Source: an optimization exercise on an open RTL-to-GDS flow (aim: small area, a short achievable clock period and few clock cycles). Production flows keep margins and buffers that such runs may drop. In this exercise RTL edits were held to simulation tests only and were not proved equivalent to the original. Power figures rest on the tool's default switching activity, not on a simulated workload.

==> run.sh <==
#!/bin/bash
# synth_recipe.tcl (not shown) runs the flow's synth.tcl, then flattens the netlist and writes it again
# the make line also repeats each setting of config.mk as NAME=value (left out here)
make -C /OpenROAD-flow-scripts/flow DESIGN_CONFIG=/design/flow/config.mk WORK_HOME=/design/flow/orfs CLKGATE_MAP_FILE= SYNTH_SCRIPT=/design/flow/synth_recipe.tcl finish
==> design.v <==
module shamac80 (
    input  wire        clk,
    input  wire        rst,         
    input  wire        cmd_valid,
    input  wire [31:0] cmd,
    input  wire [23:0] rnd,
    output wire        cmd_ready,
    output reg         resp_valid,
    output reg  [7:0]  res,
    output reg  [7:0]  rdata
);
    localparam [7:0] E_CRC     = 8'h03;
    localparam [7:0] E_VERIFY  = 8'h0A;
    localparam [7:0] E_ILLEGAL = 8'hE0;
    localparam [7:0] E_ADDR    = 8'hE1;
    localparam [7:0] E_ACCESS  = 8'hE2;
    localparam [7:0] E_STATE   = 8'hE3;
    localparam [7:0] E_FAMILY  = 8'hE4;
    localparam [7:0] OP_NOP    = 8'h00;
    localparam [7:0] OP_LD     = 8'h01;
    localparam [7:0] OP_ST     = 8'h02;
    localparam [7:0] OP_CLRERR = 8'h03;
    localparam [7:0] OP_SRST   = 8'h04;
    localparam [7:0] OP_COMP   = 8'h10;
    localparam [7:0] OP_FOLD   = 8'h11;
    localparam [7:0] OP_NSEC   = 8'h12;
    localparam [7:0] OP_C8SEED = 8'h20;
    localparam [7:0] OP_C8B    = 8'h21;
    localparam [7:0] OP_C8CHK  = 8'h22;
    localparam [7:0] OP_C8ID   = 8'h23;
    localparam [7:0] OP_C16SEED= 8'h28;
    localparam [7:0] OP_C16B   = 8'h29;
    localparam [7:0] OP_C16CHK = 8'h2A;
    localparam [7:0] OP_ISSUE  = 8'h30;
    localparam [7:0] OP_VERIFY = 8'h31;
    localparam [7:0] OP_ACLR   = 8'h32;
    localparam [1:0] ST_IDLE   = 2'd0;
    localparam [1:0] ST_ROUND  = 2'd1;
    localparam [1:0] ST_FIN    = 2'd2;
    localparam [1:0] ST_ABUILD = 2'd3;
    localparam [2:0] J_COMP   = 3'd0;
    localparam [2:0] J_FOLD   = 3'd1;
    localparam [2:0] J_NSEC   = 3'd2;
    localparam [2:0] J_BIND   = 3'd3;
    localparam [2:0] J_VERIFY = 3'd4;
    reg [511:0] m_q;
    reg [255:0] page_q;
    reg [119:0] tail_q;
    reg [255:0] sec_q;        
    reg [159:0] h_q;          
    reg [7:0]   crc8_q;
    reg [15:0]  crc16_q;
    reg [1:0]   authst_q;
    reg [23:0]  chal_q;
    reg [159:0] resp_q;
    reg [255:0] acct_q;
    reg [255:0] bdata_q;
    reg [55:0]  bcode_q;
    reg [63:0]  devaddr_q;
    reg [31:0]  ctr_q;
    reg [7:0]   pageno_q;
    reg         ef_q;
    reg         rfr_q;
    reg [7:0]   err_q;
    reg [1:0]   state_q;
    reg [2:0]   job_q;
    reg [1:0]   dslot_q;      
    reg [6:0]   t_q;          
    reg [511:0] w_q;          
    reg [31:0]  a_q, b_q, c_q, d_q, e_q;
    assign cmd_ready = (state_q == ST_IDLE);
    wire accept = cmd_valid && cmd_ready;
    function [31:0] rotl;
        input [31:0] x;
        input [4:0]  n;
        begin
            rotl = (x << n) | (x >> (6'd32 - {1'b0, n}));
        end
    endfunction
    function [7:0] crc8_byte;
        input [7:0] c_in;
        input [7:0] b_in;
        integer k;
        reg [7:0] c;
        reg [7:0] bb;
        reg mix;
        begin
            c = c_in;
            bb = b_in;
            for (k = 0; k < 8; k = k + 1) begin
                mix = c[0] ^ bb[0];
                c = c >> 1;
                if (mix) c = c ^ 8'h8C;
                bb = bb >> 1;
            end
            crc8_byte = c;
        end
    endfunction
    function [15:0] crc16_byte;
        input [15:0] c_in;
        input [7:0]  b_in;
        integer k;
        reg [15:0] c;
        reg [7:0]  bb;
        reg mix;
        begin
            c = c_in;
            bb = b_in;
            for (k = 0; k < 8; k = k + 1) begin
                mix = c[0] ^ bb[0];
                c = c >> 1;
                if (mix) c = c ^ 16'hA001;
                bb = bb >> 1;
            end
            crc16_byte = c;
        end
    endfunction
    function [511:0] build_block;
        input [63:0]  sec;
        input [255:0] page;
        input [119:0] tail;
        input [1:0]   mx;
        begin
            build_block = 512'd0;
            build_block[31:0]    = sec[31:0];                    
            build_block[287:32]  = page;                         
            build_block[319:288] = tail[31:0];                   
            build_block[327:320] = {mx, tail[37:32]};            
            build_block[407:328] = tail[119:40];                 
            build_block[439:408] = sec[63:32];                   
            build_block[447:440] = 8'h80;                        
            build_block[503:496] = 8'h01;                        
            build_block[511:504] = 8'hB8;                        
        end
    endfunction
    wire [159:0] mac_v = {h_q[31:0], h_q[63:32], h_q[95:64], h_q[127:96], h_q[159:128]};
    wire [159:0] hb_v;
    genvar gk;
    generate
        for (gk = 0; gk < 5; gk = gk + 1) begin : g_hb
            assign hb_v[32*gk +: 32] = {h_q[32*gk +: 8], h_q[32*gk+8 +: 8],
                                        h_q[32*gk+16 +: 8], h_q[32*gk+24 +: 8]};
        end
    endgenerate
    wire [7:0] fam_v = (devaddr_q[7:0] == 8'h18) ? 8'd1 :
                       (devaddr_q[6:0] == 7'h33) ? 8'd2 : 8'd0;
    wire [119:0] bind_tail = {bcode_q[55:32], devaddr_q[55:0], pageno_q, bcode_q[31:0]};
    wire [31:0]  auth_ctr  = (fam_v == 8'd1) ? ctr_q : 32'hFFFF_FFFF;
    wire [119:0] auth_tail = {chal_q, devaddr_q[55:0], pageno_q, auth_ctr};
    wire [1:0]   auth_mx   = (fam_v == 8'd1) ? 2'd0 : 2'd1;
    wire [7:0]  op   = cmd[31:24];
    wire [15:0] addr = cmd[23:8];
    wire [7:0]  dbyte = cmd[7:0];
    reg legal;
    always @(*) begin
        case (op)
            OP_NOP, OP_CLRERR, OP_SRST, OP_COMP, OP_C8CHK, OP_C8ID,
            OP_C16CHK, OP_ISSUE, OP_ACLR:  legal = (cmd[23:0] == 24'd0);
            OP_LD:                         legal = (cmd[7:0] == 8'd0);
            OP_ST:                         legal = 1'b1;
            OP_FOLD:                       legal = (cmd[23:8] == 16'd0) && (cmd[5:2] == 4'd0);
            OP_NSEC:                       legal = (cmd[23:8] == 16'd0) && (cmd[5:4] == 2'd0);
            OP_C8SEED, OP_C8B, OP_C16B:    legal = (cmd[23:8] == 16'd0);
            OP_C16SEED:                    legal = (cmd[23:16] == 8'd0);
            OP_VERIFY:                     legal = (cmd[23:1] == 23'd0);
            default:                       legal = 1'b0;
        endcase
    end
    reg [7:0] rd_byte;
    reg       mapped;
    reg       writable;
    always @(*) begin
        rd_byte  = 8'h00;
        mapped   = 1'b1;
        writable = 1'b1;
        if (addr <= 16'h003F) begin
            rd_byte = m_q[8*addr[5:0] +: 8];
        end else if (addr <= 16'h005F) begin
            rd_byte = page_q[8*(addr - 16'h0040) +: 8];
        end else if (addr <= 16'h006E) begin
            rd_byte = tail_q[8*(addr - 16'h0060) +: 8];
        end else if (addr == 16'h006F) begin
            mapped = 1'b0;
        end else if (addr <= 16'h008F) begin
            rd_byte = sec_q[8*(addr - 16'h0070) +: 8];
        end else if (addr <= 16'h00A3) begin
            rd_byte  = hb_v[8*(addr - 16'h0090) +: 8];
            writable = 1'b0;
        end else if (addr <= 16'h00B7) begin
            rd_byte  = mac_v[8*(addr - 16'h00A4) +: 8];
            writable = 1'b0;
        end else if (addr <= 16'h00BF) begin
            mapped = 1'b0;
        end else if (addr <= 16'h00DF) begin
            rd_byte = acct_q[8*(addr - 16'h00C0) +: 8];
        end else if (addr <= 16'h00FF) begin
            rd_byte = bdata_q[8*(addr - 16'h00E0) +: 8];
        end else if (addr <= 16'h0106) begin
            rd_byte = bcode_q[8*(addr - 16'h0100) +: 8];
        end else if (addr == 16'h0107) begin
            mapped = 1'b0;
        end else if (addr <= 16'h010F) begin
            rd_byte = devaddr_q[8*(addr - 16'h0108) +: 8];
        end else if (addr <= 16'h0113) begin
            rd_byte = ctr_q[8*(addr - 16'h0110) +: 8];
        end else if (addr == 16'h0114) begin
            rd_byte = pageno_q;
        end else if (addr <= 16'h0117) begin
            rd_byte  = chal_q[8*(addr - 16'h0115) +: 8];
            writable = 1'b0;
        end else if (addr <= 16'h012B) begin
            rd_byte = resp_q[8*(addr - 16'h0118) +: 8];
        end else if (addr <= 16'h012F) begin
            mapped = 1'b0;
        end else begin
            writable = 1'b0;
            case (addr)
                16'h0130: rd_byte = {6'd0, rfr_q, ef_q};
                16'h0131: rd_byte = err_q;
                16'h0132: rd_byte = {6'd0, authst_q};
                16'h0133: rd_byte = fam_v;
                16'h0134: rd_byte = crc8_q;
                16'h0136: rd_byte = crc16_q[7:0];
                16'h0137: rd_byte = crc16_q[15:8];
                default:  mapped = 1'b0;
            endcase
        end
    end
    wire [7:0]  crc8_next  = crc8_byte(crc8_q, cmd[7:0]);
    wire [15:0] crc16_next = crc16_byte(crc16_q, cmd[7:0]);
    reg [7:0] crc8_id;
    integer ii;
    always @(*) begin
        crc8_id = 8'h00;
        for (ii = 0; ii < 8; ii = ii + 1)
            crc8_id = crc8_byte(crc8_id, devaddr_q[8*ii +: 8]);
    end
    reg [511:0] blk;
    always @(*) begin
        if (state_q == ST_ABUILD)
            blk = build_block(sec_q[8*16 +: 64], acct_q, auth_tail, auth_mx);
        else if (op == OP_VERIFY)
            blk = build_block(sec_q[8*8 +: 64], bdata_q, bind_tail, 2'd0);
        else
            blk = build_block(sec_q[64*cmd[1:0] +: 64], page_q, tail_q, cmd[7:6]);
    end
    reg [511:0] start_src;
    reg [511:0] w_init;
    integer wi;
    always @(*) begin
        start_src = (state_q == ST_IDLE && op == OP_COMP) ? m_q : blk;
        for (wi = 0; wi < 16; wi = wi + 1)
            w_init[32*wi +: 32] = {start_src[32*wi +: 8], start_src[32*wi+8 +: 8],
                                   start_src[32*wi+16 +: 8], start_src[32*wi+24 +: 8]};
    end
    reg [31:0] f_v, k_v;
    always @(*) begin
        if (t_q < 7'd20) begin
            f_v = (b_q & c_q) | (~b_q & d_q);
            k_v = 32'h5A827999;
        end else if (t_q < 7'd40) begin
            f_v = b_q ^ c_q ^ d_q;
            k_v = 32'h6ED9EBA1;
        end else if (t_q < 7'd60) begin
            f_v = (b_q & c_q) | (b_q & d_q) | (c_q & d_q);
            k_v = 32'h8F1BBCDC;
        end else begin
            f_v = b_q ^ c_q ^ d_q;
            k_v = 32'hCA62C1D6;
        end
    end
    wire [31:0] t_sum = rotl(a_q, 5'd5) + f_v + e_q + k_v + w_q[31:0];
    wire [31:0] w_new = rotl(w_q[32*13 +: 32] ^ w_q[32*8 +: 32] ^ w_q[32*2 +: 32] ^ w_q[31:0], 5'd1);
    wire mac_match = (mac_v == resp_q);
    wire do_srst = accept && legal && (op == OP_SRST);
    always @(posedge clk) begin
        if (rst || do_srst) begin
            m_q       <= 512'd0;
            page_q    <= 256'd0;
            tail_q    <= 120'd0;
            sec_q     <= 256'd0;
            h_q       <= 160'd0;
            crc8_q    <= 8'd0;
            crc16_q   <= 16'd0;
            authst_q  <= 2'd0;
            chal_q    <= 24'd0;
            resp_q    <= 160'd0;
            acct_q    <= 256'd0;
            bdata_q   <= 256'd0;
            bcode_q   <= 56'd0;
            devaddr_q <= 64'd0;
            ctr_q     <= 32'd0;
            pageno_q  <= 8'd0;
            ef_q      <= 1'b0;
            rfr_q     <= 1'b0;
            err_q     <= 8'd0;
        end else begin
            case (state_q)
                ST_IDLE: if (accept) begin
                    if (!legal) begin
                        err_q <= E_ILLEGAL;
                        ef_q  <= 1'b1;
                    end else begin
                        case (op)
                            OP_LD: if (!mapped) begin
                                err_q <= E_ADDR;
                                ef_q  <= 1'b1;
                            end
                            OP_ST: begin
                                if (!mapped) begin
                                    err_q <= E_ADDR;
                                    ef_q  <= 1'b1;
                                end else if (!writable) begin
                                    err_q <= E_ACCESS;
                                    ef_q  <= 1'b1;
                                end else if (addr <= 16'h003F)
                                    m_q[8*addr[5:0] +: 8] <= dbyte;
                                else if (addr <= 16'h005F)
                                    page_q[8*(addr - 16'h0040) +: 8] <= dbyte;
                                else if (addr <= 16'h006E)
                                    tail_q[8*(addr - 16'h0060) +: 8] <= dbyte;
                                else if (addr <= 16'h008F)
                                    sec_q[8*(addr - 16'h0070) +: 8] <= dbyte;
                                else if (addr <= 16'h00DF)
                                    acct_q[8*(addr - 16'h00C0) +: 8] <= dbyte;
                                else if (addr <= 16'h00FF)
                                    bdata_q[8*(addr - 16'h00E0) +: 8] <= dbyte;
                                else if (addr <= 16'h0106)
                                    bcode_q[8*(addr - 16'h0100) +: 8] <= dbyte;
                                else if (addr <= 16'h010F)
                                    devaddr_q[8*(addr - 16'h0108) +: 8] <= dbyte;
                                else if (addr <= 16'h0113)
                                    ctr_q[8*(addr - 16'h0110) +: 8] <= dbyte;
                                else if (addr == 16'h0114)
                                    pageno_q <= dbyte;
                                else
                                    resp_q[8*(addr - 16'h0118) +: 8] <= dbyte;
                            end
                            OP_CLRERR: begin
                                err_q <= 8'd0;
                                ef_q  <= 1'b0;
                            end
                            OP_FOLD, OP_NSEC: m_q <= blk;
                            OP_C8SEED: crc8_q  <= cmd[7:0];
                            OP_C8B:    crc8_q  <= crc8_next;
                            OP_C8CHK: if (crc8_q != 8'h00) begin
                                err_q <= E_CRC;
                                ef_q  <= 1'b1;
                            end
                            OP_C8ID: begin
                                crc8_q <= crc8_id;
                                if (crc8_id != 8'h00) begin
                                    err_q <= E_CRC;
                                    ef_q  <= 1'b1;
                                end
                            end
                            OP_C16SEED: crc16_q <= cmd[15:0];
                            OP_C16B:    crc16_q <= crc16_next;
                            OP_C16CHK: if (crc16_q != 16'hB001) begin
                                err_q <= E_CRC;
                                ef_q  <= 1'b1;
                            end
                            OP_ISSUE: begin
                                chal_q   <= {rnd[7:0], rnd[15:8], rnd[23:16]};
                                authst_q <= 2'd1;
                            end
                            OP_VERIFY: begin
                                if (authst_q != 2'd1) begin
                                    err_q <= E_STATE;
                                    ef_q  <= 1'b1;
                                end else if (fam_v == 8'd0) begin
                                    err_q <= E_FAMILY;
                                    ef_q  <= 1'b1;
                                end else if (cmd[0]) begin
                                    m_q <= blk;
                                end
                            end
                            OP_ACLR: begin
                                authst_q <= 2'd0;
                                rfr_q    <= 1'b0;
                                chal_q   <= 24'd0;
                            end
                            default: ;
                        endcase
                    end
                end
                ST_ROUND: if (t_q == 7'd79) begin
                    h_q <= {d_q, c_q, rotl(b_q, 5'd30), a_q, t_sum};
                end
                ST_FIN: begin
                    case (job_q)
                        J_NSEC: sec_q[64*dslot_q +: 64] <= mac_v[63:0];
                        J_BIND: sec_q[8*16 +: 64] <= mac_v[63:0];
                        J_VERIFY: begin
                            if (mac_match) begin
                                authst_q <= 2'd2;
                            end else begin
                                authst_q <= 2'd3;
                                if (fam_v == 8'd2) rfr_q <= 1'b1;
                                err_q <= E_VERIFY;
                                ef_q  <= 1'b1;
                            end
                        end
                        default: ;
                    endcase
                end
                ST_ABUILD: m_q <= blk;
                default: ;
            endcase
        end
    end
    always @(posedge clk) begin
        if (rst) begin
            state_q    <= ST_IDLE;
            job_q      <= J_COMP;
            dslot_q    <= 2'd0;
            resp_valid <= 1'b0;
            res        <= 8'd0;
            rdata      <= 8'd0;
        end else begin
            resp_valid <= 1'b0;
            case (state_q)
                ST_IDLE: if (accept) begin
                    res   <= 8'd0;
                    rdata <= 8'd0;
                    if (!legal) begin
                        res <= E_ILLEGAL;
                        resp_valid <= 1'b1;
                    end else begin
                        resp_valid <= 1'b1;
                        case (op)
                            OP_LD: if (!mapped) res <= E_ADDR; else rdata <= rd_byte;
                            OP_ST: if (!mapped) res <= E_ADDR;
                                   else if (!writable) res <= E_ACCESS;
                            OP_C8CHK: if (crc8_q != 8'h00) res <= E_CRC;
                            OP_C8ID:  if (crc8_id != 8'h00) res <= E_CRC;
                            OP_C16CHK: if (crc16_q != 16'hB001) res <= E_CRC;
                            OP_COMP, OP_FOLD, OP_NSEC: begin
                                resp_valid <= 1'b0;
                                state_q    <= ST_ROUND;
                                job_q      <= (op == OP_COMP) ? J_COMP :
                                              (op == OP_FOLD) ? J_FOLD : J_NSEC;
                                dslot_q    <= cmd[3:2];
                            end
                            OP_VERIFY: begin
                                if (authst_q != 2'd1) begin
                                    res <= E_STATE;
                                end else if (fam_v == 8'd0) begin
                                    res <= E_FAMILY;
                                end else begin
                                    resp_valid <= 1'b0;
                                    if (cmd[0]) begin
                                        state_q <= ST_ROUND;
                                        job_q   <= J_BIND;
                                    end else begin
                                        state_q <= ST_ABUILD;
                                    end
                                end
                            end
                            default: ;
                        endcase
                    end
                end
                ST_ROUND: if (t_q == 7'd79) state_q <= ST_FIN;
                ST_FIN: begin
                    if (job_q == J_BIND) begin
                        state_q <= ST_ABUILD;
                    end else begin
                        state_q    <= ST_IDLE;
                        resp_valid <= 1'b1;
                        res        <= 8'd0;
                        rdata      <= 8'd0;
                        if (job_q == J_VERIFY && !mac_match) res <= E_VERIFY;
                    end
                end
                ST_ABUILD: begin
                    state_q <= ST_ROUND;
                    job_q   <= J_VERIFY;
                end
                default: state_q <= ST_IDLE;
            endcase
        end
    end
    wire start = (state_q == ST_IDLE && accept && legal &&
                  (op == OP_COMP || op == OP_FOLD || op == OP_NSEC ||
                   (op == OP_VERIFY && cmd[0] && authst_q == 2'd1 && fam_v != 8'd0))) ||
                 (state_q == ST_ABUILD);
    always @(posedge clk) begin
        if (start) begin
            w_q <= w_init;
            a_q <= 32'h67452301;
            b_q <= 32'hEFCDAB89;
            c_q <= 32'h98BADCFE;
            d_q <= 32'h10325476;
            e_q <= 32'hC3D2E1F0;
            t_q <= 7'd0;
        end else if (state_q == ST_ROUND) begin
            w_q <= {w_new, w_q[511:32]};
            e_q <= d_q;
            d_q <= c_q;
            c_q <= rotl(b_q, 5'd30);
            b_q <= a_q;
            a_q <= t_sum;
            t_q <= t_q + 7'd1;
        end
    end
endmodule
==> constraint.sdc <==
create_clock -name core_clock -period 12.0 [get_ports {clk}]
set_input_delay 2.4000 -clock core_clock [delete_from_list [all_inputs] [get_ports {clk}]]
set_output_delay 2.4000 -clock core_clock [all_outputs]
set_load 0.01 [all_outputs]
==> config.mk <==
export PLATFORM = sky130hd
export DESIGN_NAME = shamac80
export DESIGN_NICKNAME = shamac80
export VERILOG_FILES = /design/flow/design.v
export SDC_FILE = /design/flow/constraint.sdc
export NUM_CORES = 8
export LEC_CHECK = 0
export CAP_MARGIN = 20
export CORE_MARGIN = 2
export CORE_UTILIZATION = 28
export PLACE_DENSITY = 0.42
export SLEW_MARGIN = 20
==> Implementation_results.wiki <==
{| class="wikitable"
! Metric !! Value
|-
| Outcome || timing/DRC/antenna clean
|-
| Routed via count divided by cell count || 6.30
|-
| Power density cells || 199 nW/um^2
|-
| Nets@finish || 19700
|-
| Cell leakage power || 66.4 nW
|-
| Wire length per cell after detailed routing || 41.8 um
|-
| Final wirelength || 1160 mm
|-
| Final Max Slew Viols || 0
|-
| RSZ-0062 raised after global routing || no
|-
| Fmax || between 0.1 and 0.15 GHz
|-
| Required time reported for the critical path endpoint || 12890 ps
|-
| Worst path bufs/invs || 3
|-
| Hpwl dp || 846 mm
|-
| First-pass iteration count of the detailed router || 10
|-
| Setup Buffers After CTS || 0
|-
| Max incr delay on CP || 870 ps
|-
| Nature of the critical path startpoint || input pin
|-
| Post-synthesis async set-or-reset flop share || 0%
|-
| Hold-fix buffers at CTS || 0
|-
| Post-route setup TNS || 0 ps
|-
| Internal Dissipation || 22.6 mW
|-
| Yosys warning count || 1
|-
| Mapped Cells || about 20000
|-
| Synthesized area divided by synthesized cell count || 8.34 um^2
|-
| Area of the core region || 598000 um^2
|-
| TritonCTS clock tree || done
|-
| Syn_nets || 20400
|-
| Pre-CTS setup slack || 2080 ps
|-
| Cell with the biggest individual delay on the critical path || sky130_fd_sc_hd__or3_1
|-
| Final estimated routing congestion in global placement || ~1.1
|-
| Remaining max-slew budget at the tightest pin || 8.88%
|-
| Number of violations reported at the end of detailed-routing iteration 0 || 28900
|-
| Critical path endpoint category || flop
|-
| IO buf count || 75
|-
| Pin count of the biggest net entering global routing || between 150 and 200
|-
| EDFF count, synth || a little over 500
|-
| Final critical delay including setup and external delays || about 9300 ps
|-
| Critical path's top delay family || simple AND/OR/NAND/NOR gates
|-
| Initial standard-cell utilization of the core || between 20% and 30%
|-
| Die Height || 778 um
|-
| Number of cell rows || 284
|-
| Width of the die || just under 800 um
|-
| Deepest clock path buffer count || 4
|-
| Type of the tightest min-delay check || flop to flop
|-
| Arrival time of data at the critical path endpoint || 10230 ps
|-
| Latest clock arrival within the worst-skew pair || roughly 1100 ps
|-
| First-pass GRT wire length || ~1500 mm
|-
| Worst path most repeated cell || sky130_fd_sc_hd__nor2_1
|-
| Switching power total || 15.6 mW
|-
| Number of distinct library cells after synthesis || 88
|-
| Final period util || 77.8%
|-
| Root Driver || sky130_fd_sc_hd__clkbuf_16
|-
| Share of total power in sequential cells || between 30% and 40%
|-
| Worst Clk Skew || 115 ps
|-
| Clk sink count || 2893
|-
| GRT Resource Usage Total || 36.7%
|-
| Num CTS Buffers || 372
|-
| Area of the die || around 610000 um^2
|-
| Number of I/O pins || 77
|-
| Antenna-violating nets left || 0
|-
| Resize count post-CTS || 0
|-
| Fraction of final layout cells with drive strength greater than 1 || 11.3%
|-
| Clk slew on worst S/H paths || about 60 ps
|-
| Maximum level of the CTS H-tree || 5
|-
| Max FO, Critical Path || 29
|-
| Count of maximum capacitance violations || 0
|-
| Most used DFF post-synth || sky130_fd_sc_hd__dfxtp_1
|-
| Antenna violations before repair || 165
|-
| Final Hold Slack || 458 ps
|-
| Synthesis-to-finish area growth || 14.7%
|-
| Transition at the pin with the smallest max-transition slack || 1360 ps
|-
| Seq/Total Area, Yosys || 37.6%
|-
| Series of cell instances along the critical path || clkdlybuf4s50_1 > clkinv_1 > ha_1 > nor3b_1 > nand2_1 > o32a_1 > nor2_1 > o2111ai_1 > nor2_1 > nor2_1 > nor3_1 > o41ai_1 > buf_4 > nand2_1 > a21o_1 > or3_1 > or3_1 > nor2_1 > nand2_1 > a21oi_1
|-
| Placed cells || 27100
|-
| Count of vias placed by the detailed router || 175000
|-
| Sw Ratio || 40.8%
|-
| Category of the critical setup timing path || input pin to flop
|-
| Final Worst Setup Slack || about 2700 ps
|-
| Worst ir drop on vdd || ~0.00077 V
|-
| Combinational cell fraction of total power || 37.0%
|-
| Synthesis-stage register bit count || 2893
|-
| Post-synth design cell area || ~170000 um^2
|-
| Number of non-filler instances in the completed layout || 27900
|-
| Total DRC errors in the routed layout || 0
|-
| Setup-violating endpoint count in the final report || 0
|-
| Final Hold Viols || 0
|-
| Vias in the first global route || approximately 160k
|-
| Congestion Overflow GR || 0
|-
| Clock power frac || 32.2%
|}
==> cells in the mapped netlist (33+ instances only) <==
cell type / instances / share of area (%)
sky130_fd_sc_hd__a222oi_1: 68 / 0.41
sky130_fd_sc_hd__nand3_1: 307 / 0.92
sky130_fd_sc_hd__a21oi_1: 1723 / 5.1
sky130_fd_sc_hd__o21ai_0: 1120 / 3.3
sky130_fd_sc_hd__nor4_1: 58 / 0.22
sky130_fd_sc_hd__nor2b_1: 60 / 0.22
sky130_fd_sc_hd__a22oi_1: 242 / 1.1
sky130_fd_sc_hd__dfxtp_1: 2381 / 28
sky130_fd_sc_hd__nand2_1: 3170 / 7.1
sky130_fd_sc_hd__nor3_1: 420 / 1.3
sky130_fd_sc_hd__or3_1: 41 / 0.15
sky130_fd_sc_hd__o211ai_1: 134 / 0.60
sky130_fd_sc_hd__a311o_1: 33 / 0.20
sky130_fd_sc_hd__nor2_1: 2924 / 6.5
sky130_fd_sc_hd__edfxtp_1: 512 / 9.2
sky130_fd_sc_hd__and3_1: 45 / 0.17
sky130_fd_sc_hd__a31oi_1: 281 / 1.0
sky130_fd_sc_hd__fa_1: 120 / 1.4
sky130_fd_sc_hd__buf_1: 210 / 0.47
sky130_fd_sc_hd__o22ai_1: 215 / 0.80
sky130_fd_sc_hd__o221ai_1: 77 / 0.40
sky130_fd_sc_hd__mux4_2: 506 / 6.8
sky130_fd_sc_hd__a311oi_1: 173 / 0.90
sky130_fd_sc_hd__o311ai_0: 36 / 0.19
sky130_fd_sc_hd__xnor2_1: 345 / 1.8
sky130_fd_sc_hd__ha_1: 86 / 0.64
sky130_fd_sc_hd__a221oi_1: 385 / 2.0
sky130_fd_sc_hd__mux2_2: 73 / 0.49
sky130_fd_sc_hd__a211oi_1: 346 / 1.5
sky130_fd_sc_hd__nand4_1: 99 / 0.37
sky130_fd_sc_hd__clkbuf_1: 1626 / 3.6
sky130_fd_sc_hd__inv_1: 196 / 0.44
sky130_fd_sc_hd__mux2i_1: 1372 / 8.2
sky130_fd_sc_hd__xor2_1: 191 / 1.0
sky130_fd_sc_hd__nand2b_1: 35 / 0.13
==> power groups by stage <==
stage / registers (mW) / clock network, mW / logic (mW)
floorplan: 11.4 / 0 / 8.90
global placement: 12.0 / 0 / 13.9
CTS: 11.8 / 12.4 / 13.9
detailed placement: 12.0 / 0 / 13.8
global route: 11.8 / 12.7 / 15.3
finish: 11.8 / 12.3 / 14.1
==> layout make-up <==
cell class,count,area [um^2]
fill,63300,405000
inverter,207,805
clock buffer,535,10800
multi-input combinational,15200,98000
tap,8008,10000
clock inverter,157,2260
timing repair buffer,801,7180
antenna,104,260
sequential,2893,63000
==> placed cells by master (no fill, tap or decap), types with 120 or more instances in the layout <==
cell	instances
sky130_fd_sc_hd__inv_1	191
sky130_fd_sc_hd__mux2i_1	1371
sky130_fd_sc_hd__clkbuf_16	379
sky130_fd_sc_hd__buf_4	642
sky130_fd_sc_hd__xor2_1	189
sky130_fd_sc_hd__a22oi_1	242
sky130_fd_sc_hd__nand2_1	3148
sky130_fd_sc_hd__dfxtp_1	2381
sky130_fd_sc_hd__o21ai_0	1109
sky130_fd_sc_hd__nor2_1	2860
sky130_fd_sc_hd__mux4_2	506
sky130_fd_sc_hd__o22ai_1	215
sky130_fd_sc_hd__fa_1	120
sky130_fd_sc_hd__nor3_1	377
sky130_fd_sc_hd__o211ai_1	134
sky130_fd_sc_hd__a311oi_1	172
sky130_fd_sc_hd__edfxtp_1	512
sky130_fd_sc_hd__a31oi_1	281
sky130_fd_sc_hd__a211oi_1	345
sky130_fd_sc_hd__a221oi_1	375
sky130_fd_sc_hd__xnor2_1	334
sky130_fd_sc_hd__a21oi_1	1717
sky130_fd_sc_hd__nand3_1	302
==> flip-flops by register name, summed over array words and instances (netlist names), 16 cells and up <==
register	flops
bcode_q	56
d_q	32
h_q	160
b_q	32
e_q	32
chal_q	24
m_q	512
acct_q	256
ctr_q	32
bdata_q	256
resp_q	160
tail_q	120
w_q	512
sec_q	256
a_q	32
crc16_q	16
page_q	256
devaddr_q	64
c_q	32
==> kinds of logic after synthesis <==
group,after synthesis,share of synthesized area (%)
and+or+nand+nor,7284,17.6
AOI/OAI and AO/OA,5130,19.2
DFF,2893,37.6
buffers and inverters,2070,4.67
muxes,1951,15.5
xor gates and xnor gates,581,3.38
adders and majority gates,206,2.07
other,1,0.00224
==> path summary, 6_finish.rpt <==
kind	from	end	slack, ps	cells past startpoint
max	cmd[17]	bdata_q[231]	2660	20
min	h_q[117]	h_q[117]	460	2
max reg2reg	t_q[2]	a_q[31]	3660	31
min reg2reg	h_q[117]	h_q[117]	460	2
==> per-stage QoR <==
step           power, mW  instance area, um^2  util [%]
6_report            38.2               192000      32.2
5_1_grt             39.8               192000      32.1
4_1_cts             38.0               192000      32.1
3_5_place_dp        25.8               179000      29.9
3_3_place_gp        25.8               179000      29.9
2_1_floorplan       20.3               168000         -
==> per-layer routing <==
| layer | GRT usage, % | vias to the layer above | part of all wire, % |
|---|---|---|---|
| met5 | 0.149 | - | 0.064 |
| met4 | 26.4 | 88 | 8.6 |
| met3 | 12.8 | 2944 | 12 |
| met2 | 51.5 | 12700 | 40 |
| met1 | 46.7 | 88500 | 39 |
| li1 | - | 71200 | - |
==> worst reg2reg max path: cells and delay by family, from the launching register on <==
kind,cells,cell delay (ps)
flops,1,380
buf+inv,4,1240
fa+ha+maj,4,1770
compound gates,17,3810
simple gates,6,1000
Testbench counts, summed over its fixed seeds: cycles 14,863.

[separate check: timing with driven ports]
The results above use ideal ports. As a check the final layout listed here was re-extracted and re-timed, cells and wires unchanged.
Step 1 (the two cells are an assumption about what drives the block):
set clk [get_ports {clk}]
set_driving_cell -lib_cell sky130_fd_sc_hd__clkbuf_16 $clk
set_driving_cell -lib_cell sky130_fd_sc_hd__buf_2 [delete_from_list [all_inputs] $clk]
Step 2 times the ports against the registers' clock, not the clock port: input delays grow and output delays shrink by t, the midpoint of the rising clock arrivals with the driver on.
a / b / c = ideal / step 1 / step 2; a / b = the first two.
t, ns: 1.187
slack for setup (ns): 2.661 / 2.777 / 1.590
slew at the worst register clock pin (ns): 0.08 / 0.08
worst data-port slew with drivers (ns): 0.18
cell pins on the clock port's net: 1
After both steps this run still meets setup and hold. The setup slack of this run moves by +0.116 ns with the drivers and by -1.071 ns with both steps.
